This is an optimization exercise on Yosys and OpenROAD, whose aim is small area, a short achievable clock period and few clock cycles, not a production implementation.
Where RTL was checked, it was by simulation tests only, not by an equivalence proof against the original.
Power and IR drop assume default switching activity.

==> flow/design.v <==
module ook_rx (
    input  wire          clk,
    input  wire          rst,
    input  wire          c_valid,
    output wire          c_ready,
    input  wire [17:0]   c_word,
    input  wire          f_pop,
    output wire          f_avail,
    output wire [6:0]    f_len,
    output wire [47:0]   f_payload,
    input  wire [2:0]    r_num,
    output reg  [31:0]   r_data
);
    localparam integer W       = 2;
    localparam integer G       = 300;
    localparam integer THR_NUM = 1;
    localparam integer THR_DEN = 20;
    localparam integer MINGAP  = 1;
    localparam integer PERIOD  = 2;
    localparam integer NMAX    = 96;
    localparam integer LMAX    = NMAX - W + 1;    
    localparam integer P   = 8;                   
    localparam integer SW  = 17;                  
    localparam integer NBV = 57;                  
    localparam integer K0    = 0;
    localparam integer K     = 3;
    localparam integer NC    = 6;           
    localparam integer NSTEP = K0 + K * NC;       
    localparam [1:0] OP_NOP = 2'd0, OP_SAMPLE = 2'd1, OP_LAST = 2'd2, OP_END = 2'd3;
    reg              busy;
    reg  [6:0]       cnt;        
    reg  [6:0]       lw;         
    reg  [15:0]      sreg;       
    reg  [SW-1:0]    sacc;       
    reg              sval;
    reg              sc10;       
    reg  [23:0]      tsum;       
    reg  [3:0]       dcyc;       
    reg  [6:0]       rr;         
    reg              aligned;
    reg  [6:0]       acnt;       
    reg              sa;         
    reg  [3:0]       ga;
    reg  [6:0]       rema;       
    reg              sb;         
    reg  [3:0]       gb;
    reg  [P-1:0]     cr;         
    reg              tail;
    reg              mkp;        
    reg              lpar;       
    reg  [6:0]       uc;         
    reg  [6:0]       nb;         
    reg  [NBV-1:0]   bv;         
    reg  [2:0]       hp;         
    reg              hlen;       
    reg  [2:0]       explen;     
    reg  [2:0]       fh;         
    reg              fq_valid;
    wire [1:0]  op   = c_word[17:16];
    wire [15:0] d    = c_word[15:0];
    wire        full = (cnt == NMAX);
    assign c_ready = (op == OP_NOP) || (!busy && (op == OP_END || !full));
    wire fire      = c_valid && c_ready;
    wire do_sample = fire && (op == OP_SAMPLE || op == OP_LAST);
    wire do_close  = fire && (op == OP_LAST || op == OP_END);
    wire do_sw     = do_sample && (cnt != 0);        
    wire [SW-1:0] s_new = sreg + d;
    wire [6:0]  lw_cl  = lw + (do_sw ? 7'd1 : 7'd0);   
    wire c_step10 = (lw == 7'd0) || (lw == 7'd12) || (lw == 7'd25) || (lw == 7'd38) ||
                    (lw == 7'd51) || (lw == 7'd64) || (lw == 7'd77) || (lw == 7'd90);
    wire [SW-1:0] head [0:P-1];
    wire          alg_step = busy && !aligned;
    genvar gj;
    generate
        for (gj = 0; gj < P; gj = gj + 1) begin : g_lane
            localparam integer DEP   = (LMAX - 1 - gj) / P + 1;
            localparam integer KLAST = (DEP - 1) * P + gj;
            reg  [SW-1:0] sl [0:DEP-1];
            wire en = (do_sw && lw[2:0] == gj) || sa ||
                      (alg_step && acnt <= KLAST);
            integer e;
            always @(posedge clk) begin
                if (en) begin
                    for (e = 0; e < DEP - 1; e = e + 1)
                        sl[e] <= sl[e+1];
                    sl[DEP-1] <= s_new;
                end
            end
            assign head[gj] = sl[0];
        end
    endgenerate
    wire [23:0] dvd0 = tsum + (sval ? {7'd0, sacc} + (sc10 ? 24'd10 : 24'd11) : 24'd0);
    function [7:0] dstep;             
        input [6:0] r;
        input       b;
        input [6:0] l;
        reg   [8:0] df;
        reg   [7:0] t;
        begin
            t  = {r, b};
            df = {1'b0, t} - {2'b0, l};
            dstep = df[8] ? {t[6:0], 1'b0} : {df[6:0], 1'b1};
        end
    endfunction
    reg [6:0]  d1_r;  reg [23:0] d1_q;
    reg [6:0]  dk_r;  reg [23:0] dk_q;
    reg [7:0]  dst;
    integer si;
    always @(*) begin
        d1_r = dvd0 >> NSTEP;
        d1_q = dvd0 << (24 - NSTEP);
        for (si = 0; si < K0; si = si + 1) begin
            dst  = dstep(d1_r, d1_q[23], lw);
            d1_r = dst[7:1];
            d1_q = {d1_q[22:0], dst[0]};
        end
        dk_r = rr;
        dk_q = tsum;
        for (si = 0; si < K; si = si + 1) begin
            dst  = dstep(dk_r, dk_q[23], lw);
            dk_r = dst[7:1];
            dk_q = {dk_q[22:0], dst[0]};
        end
    end
    wire [17:0] qt = tsum[17:0];
    wire [6:0] kba = {ga, 3'b000};
    function gtc;
        input [17:0] a;
        input [17:0] b;
        integer i;
        reg c;
        begin
            c = 1'b0;
            for (i = 0; i < 18; i = i + 1)
                c = (a[i] & ~b[i]) | ((a[i] | ~b[i]) & c);
            gtc = c;
        end
    endfunction
    reg  [P-1:0] cand;
    integer ja;
    always @(*)
        for (ja = 0; ja < P; ja = ja + 1)
            cand[ja] = gtc({1'b0, head[ja]}, qt) && (rema > ja);
    wire last_ga = (rema <= P);
    reg  [P-1:0] mk;
    reg          pv;           
    reg          lpe;          
    reg  [1:0]   ut;           
    reg  [5:0]   w;            
    reg          any;
    reg  [2:0]   olast;
    reg          pm;
    integer jb, ip;
    always @(*) begin
        pv    = mkp;
        lpe   = lpar;
        ut    = 2'b00;
        w     = 6'd0;
        any   = 1'b0;
        olast = 3'd0;
        for (ip = 0; ip < P / 2; ip = ip + 1) begin
            jb = 2 * ip;
            if (gb == 4'd0 && jb == 0)
                mk[jb] = 1'b1;               
            else
                mk[jb] = cr[jb] && !pv;
            if (mk[jb]) lpe = 1'b0;
            pv = mk[jb];
            jb = 2 * ip + 1;
            mk[jb] = cr[jb] && !pv;
            if (mk[jb] && !lpe) ut = {ut[0], 1'b1};
            if (mk[jb]) lpe = 1'b1;
            pv = mk[jb];
            pm = (mk[2*ip] && !(gb == 4'd0 && ip == 0)) || mk[2*ip+1];
            if (pm) begin
                any = 1'b1;
                case (ut)
                    2'b00: begin w[ip]     = 1'b1; olast = ip;     end
                    2'b01: begin w[ip + 1] = 1'b1; olast = ip + 1; end
                    default: begin w[ip + 2] = 1'b1; olast = ip + 2; end
                endcase
            end
        end
    end
    wire [6:0]  base1 = {1'b0, gb, 2'b00} + uc;    
    wire [12:0] wsh   = {7'd0, w} << base1[2:0];
    wire [3:0]  bci   = base1[6:3];
    reg  [63:0] bset;
    integer c;
    always @(*) begin
        bset = 64'd0;
        for (c = 0; c < 8; c = c + 1) begin
            if (bci == c)
                bset[8*c +: 8] = bset[8*c +: 8] | wsh[7:0];
            if (bci + 4'd1 == c)
                bset[8*c +: 8] = bset[8*c +: 8] | {3'b0, wsh[12:8]};
        end
    end
    reg  last_gb;
    wire [63:0] bvx = {{(64-NBV){1'b0}}, bv};
    reg  [7:0]  hbyte;
    integer hb;
    always @(*) begin
        hbyte = 8'd0;
        for (hb = 0; hb < 7; hb = hb + 1)
            if (hp == hb) hbyte = bvx[8*hb+1 +: 8];
    end
    wire [2:0] hl_s   = (hbyte[7:1] >= 7'd7) ? 3'd7 : hbyte[3:1];
    wire [2:0] len_e  = hlen ? explen : hl_s;
    wire       hdr_ok = hlen || ({1'b0, nb} >= {1'b0, hp, 3'b000} + 8'd8);
    wire [3:0] fr_end = {1'b0, hp} + {1'b0, len_e} + 4'd1;
    wire       fr_ok  = {1'b0, nb} >= {1'b0, fr_end, 3'b000};
    wire       p_act  = !fq_valid && hdr_ok;
    wire       p_zero = p_act && (len_e == 3'd0);
    wire       p_emit = p_act && !p_zero && fr_ok;
    wire       p_len  = p_act && !p_zero && !fr_ok && !hlen;
    wire [2:0] hp_n   = p_zero ? hp + 3'd1 : (p_emit ? fr_end[2:0] : hp);
    wire       hlen_n = p_len ? 1'b1 : (p_emit ? 1'b0 : hlen);
    wire [2:0] exl_n  = (p_len || p_emit) ? len_e : explen;
    wire [3:0] fr_end_n = {1'b0, hp_n} + {1'b0, exl_n} + 4'd1;
    wire       prog_n = hlen_n ? ({1'b0, nb} >= {1'b0, fr_end_n, 3'b000})
                               : ({1'b0, nb} >= {1'b0, hp_n, 3'b000} + 8'd8);
    wire       done   = tail && !prog_n;
    always @(posedge clk) begin
        if (rst) begin
            busy     <= 1'b0;
            cnt      <= 7'd0;
            lw       <= 7'd0;
            sval     <= 1'b0;
            tsum     <= 24'd0;
            dcyc     <= 4'd0;
            aligned  <= 1'b1;
            sa       <= 1'b0;
            sb       <= 1'b0;
            tail     <= 1'b0;
            fq_valid <= 1'b0;
            nb       <= 7'd0;
            hp       <= 3'd0;
            hlen     <= 1'b0;
        end else begin
            hp     <= hp_n;
            hlen   <= hlen_n;
            explen <= exl_n;
            if (p_emit) begin
                fq_valid <= 1'b1;
                fh       <= hp;
            end
            if (f_pop && fq_valid)
                fq_valid <= 1'b0;
            if (do_sample) begin
                sreg <= d;
                cnt  <= cnt + 7'd1;
            end
            if (do_sw) begin
                sacc <= s_new;
                sc10 <= c_step10;
                lw   <= lw + 7'd1;
            end
            sval <= do_sw;
            if (!busy)
                tsum <= dvd0;
            if (do_close) begin
                if (lw_cl == 7'd0) begin
                    cnt  <= 7'd0;
                    lw   <= 7'd0;
                    tsum <= 24'd0;
                end else begin
                    busy    <= 1'b1;
                    dcyc    <= NC + 1;
                    aligned <= (lw_cl == LMAX);
                    acnt    <= lw_cl;
                end
            end
            if (busy && dcyc != 4'd0) begin
                if (dcyc == NC + 1) begin
                    rr   <= d1_r;
                    tsum <= d1_q;
                end else begin
                    rr   <= dk_r;
                    tsum <= dk_q;
                end
                dcyc <= dcyc - 4'd1;
            end
            if (alg_step) begin
                acnt <= acnt + P;
                if (acnt + P >= LMAX)
                    aligned <= 1'b1;
            end
            if (busy && !sa && !sb && !tail && dcyc == 4'd0 && aligned && !fq_valid) begin
                sa   <= 1'b1;
                ga   <= 4'd0;
                rema <= lw;
                nb   <= 7'd0;
                hp   <= 3'd0;
                hlen <= 1'b0;
            end
            if (sa) begin
                cr   <= cand;
                ga   <= ga + 4'd1;
                rema <= rema - P;
                if (last_ga) begin
                    sa   <= 1'b0;
                    busy <= 1'b0;
                    cnt  <= 7'd0;
                    lw   <= 7'd0;
                    tsum <= 24'd0;
                end
            end
            sb <= sa;
            gb <= ga;
            last_gb <= last_ga;
            if (sb) begin
                bv   <= (gb == 4'd0 ? {NBV{1'b0}} : bv) | bset[NBV-1:0];
                mkp  <= mk[P-1];
                lpar <= lpe;
                uc   <= uc + {5'd0, ut[1], ut[0] & !ut[1]};
                if (any)
                    nb <= base1 + {4'd0, olast};
                if (last_gb)
                    tail <= 1'b1;
            end
            if (sa && ga == 4'd0) begin
                mkp  <= 1'b1;
                lpar <= 1'b0;
                uc   <= 7'd0;
            end
            if (done)
                tail <= 1'b0;
        end
    end
    reg [47:0] pay;
    integer fi, fs;
    always @(*) begin
        pay = 48'd0;
        for (fi = 0; fi < 6; fi = fi + 1)
            for (fs = 0; fs < 6 - fi; fs = fs + 1)
                if (fh == fs && fi < explen)
                    pay[8*fi +: 8] = bvx[8*(fs+1+fi)+1 +: 8];
    end
    assign f_avail   = fq_valid;
    assign f_len     = fq_valid ? {4'd0, explen} : 7'd0;
    assign f_payload = fq_valid ? pay : 48'd0;
    wire [31:0] status = {10'd0, 17'd0, 1'b1, full, fq_valid, fq_valid, busy};
    always @(*) begin
        case (r_num)
            3'd0:    r_data = W;
            3'd1:    r_data = G;
            3'd2:    r_data = THR_NUM;
            3'd3:    r_data = THR_DEN;
            3'd4:    r_data = MINGAP;
            3'd5:    r_data = PERIOD;
            3'd6:    r_data = status;
            default: r_data = {25'd0, cnt};
        endcase
    end
endmodule
Settings: LEC_CHECK=0, CAP_MARGIN=20, CORE_MARGIN=2, CORE_UTILIZATION=40, PLACE_DENSITY=0.6, SLEW_MARGIN=20; clock period 15.0 ns.
standard.sh (not shown) runs the stock make flow with config.mk's settings and CLKGATE_MAP_FILE= SYNTH_SCRIPT=/design/flow/synth_recipe.tcl, a recipe that flattens the netlist after the stock synthesis.
==> flow/flow/run.sh <==
#!/bin/bash
# Standard layout, with timing repair aimed below the clock period: repair
# works until every path has SETUP_SLACK_MARGIN of slack, and ports get
# ordinary buffers instead of the delay cells buffer_ports picks by default.
set -euo pipefail
bash standard.sh \
  SETUP_SLACK_MARGIN=8.2 \
  "BUFFER_PORTS_ARGS=-buffer_cell sky130_fd_sc_hd__buf_4" \
  finish > standard.log 2>&1
The baseline ran to the end with no violations.
Then changed:
--- a/flow/design.v
+++ b/flow/design.v
@@ -42,5 +42,4 @@
     reg              sa;         
     reg  [3:0]       ga;
-    reg  [6:0]       rema;       
     reg              sb;         
     reg  [3:0]       gb;
@@ -141,6 +140,6 @@
     always @(*)
         for (ja = 0; ja < P; ja = ja + 1)
-            cand[ja] = gtc({1'b0, head[ja]}, qt) && (rema > ja);
-    wire last_ga = (rema <= P);
+            cand[ja] = gtc({1'b0, head[ja]}, qt) && ((kba + ja) < lw);
+    wire last_ga = ({1'b0, kba} + 8'd8 >= {1'b0, lw});
     reg  [P-1:0] mk;
     reg          pv;           
@@ -197,5 +196,5 @@
         end
     end
-    reg  last_gb;
+    wire last_gb = ({1'b0, gb, 3'b000} + 8'd8 >= {1'b0, lw});
     wire [63:0] bvx = {{(64-NBV){1'b0}}, bv};
     reg  [7:0]  hbyte;
@@ -258,6 +257,6 @@
             end
             sval <= do_sw;
-            if (!busy)
-                tsum <= dvd0;
+            if (sval && !busy)
+                tsum <= tsum + {7'd0, sacc} + (sc10 ? 24'd10 : 24'd11);
             if (do_close) begin
                 if (lw_cl == 7'd0) begin
@@ -271,4 +270,7 @@
                     acnt    <= lw_cl;
                 end
+                nb   <= 7'd0;
+                hp   <= 3'd0;
+                hlen <= 1'b0;
             end
             if (busy && dcyc != 4'd0) begin
@@ -290,24 +292,13 @@
                 sa   <= 1'b1;
                 ga   <= 4'd0;
-                rema <= lw;
-                nb   <= 7'd0;
-                hp   <= 3'd0;
-                hlen <= 1'b0;
             end
             if (sa) begin
-                cr   <= cand;
-                ga   <= ga + 4'd1;
-                rema <= rema - P;
-                if (last_ga) begin
-                    sa   <= 1'b0;
-                    busy <= 1'b0;
-                    cnt  <= 7'd0;
-                    lw   <= 7'd0;
-                    tsum <= 24'd0;
-                end
+                cr <= cand;
+                ga <= ga + 4'd1;
+                if (last_ga)
+                    sa <= 1'b0;
             end
             sb <= sa;
             gb <= ga;
-            last_gb <= last_ga;
             if (sb) begin
                 bv   <= (gb == 4'd0 ? {NBV{1'b0}} : bv) | bset[NBV-1:0];
@@ -325,6 +316,11 @@
                 uc   <= 7'd0;
             end
-            if (done)
+            if (done) begin
                 tail <= 1'b0;
+                busy <= 1'b0;
+                cnt  <= 7'd0;
+                lw   <= 7'd0;
+                tsum <= 24'd0;
+            end
         end
     end
=> The new run finished with timing, DRC and antenna clean. Final area is higher by 1.5%. Sequential power fell by about 0.7%. Sequential share of layout area decreases by 1.3 points. Power is lower by 2.0%. Clock-buffer cell count grows by 11. Combinational power fell by 26%. Setup slack got worse by 0.013 ns. Sequential cell count decreases by 8. Hold slack gains 0.0061 ns. Utilization is about the same. Routed wire length goes up by 5.8%. Synthesized area increases by 1.6%. Final cell count climbs by 3.3%.
Testbench counts after the change, summed over its fixed seeds: cycles 7,553.
For the first run of this note, only the layout was checked, not whether the RTL still works.

afterwards: timing with drivers on the ports:
The flow's constraints put no driver on any port. The routed layouts listed below were extracted and timed again, unchanged, in two steps. Step 1 (the two cells are an assumption about what drives the block):
set clk [get_ports {clk}]
set_driving_cell -lib_cell sky130_fd_sc_hd__clkbuf_16 $clk
set_driving_cell -lib_cell sky130_fd_sc_hd__buf_2 [delete_from_list [all_inputs] $clk]
Step 2 also shifts input and output timing later by t, the mid clock arrival at the registers, as if the neighbouring blocks saw the same clock. Slacks: ideal / step 1 / step 2; pairs: ideal / step 1.
run | t (ns) | setup slack, ns | hold slack, ns | cell pins on the clock port's net
the first run | 0.858 | 8.268 / 8.237 / 7.683 | 0.382 / 0.382 / 0.382 | 1
the second run | 0.850 | 8.255 / 8.230 / 7.682 | 0.388 / 0.388 / 0.388 | 1
After both steps setup and hold are still met in every run listed. The setup slack of the first run, which loses most, moves by -0.031 ns with the drivers and by -0.585 ns with both steps.
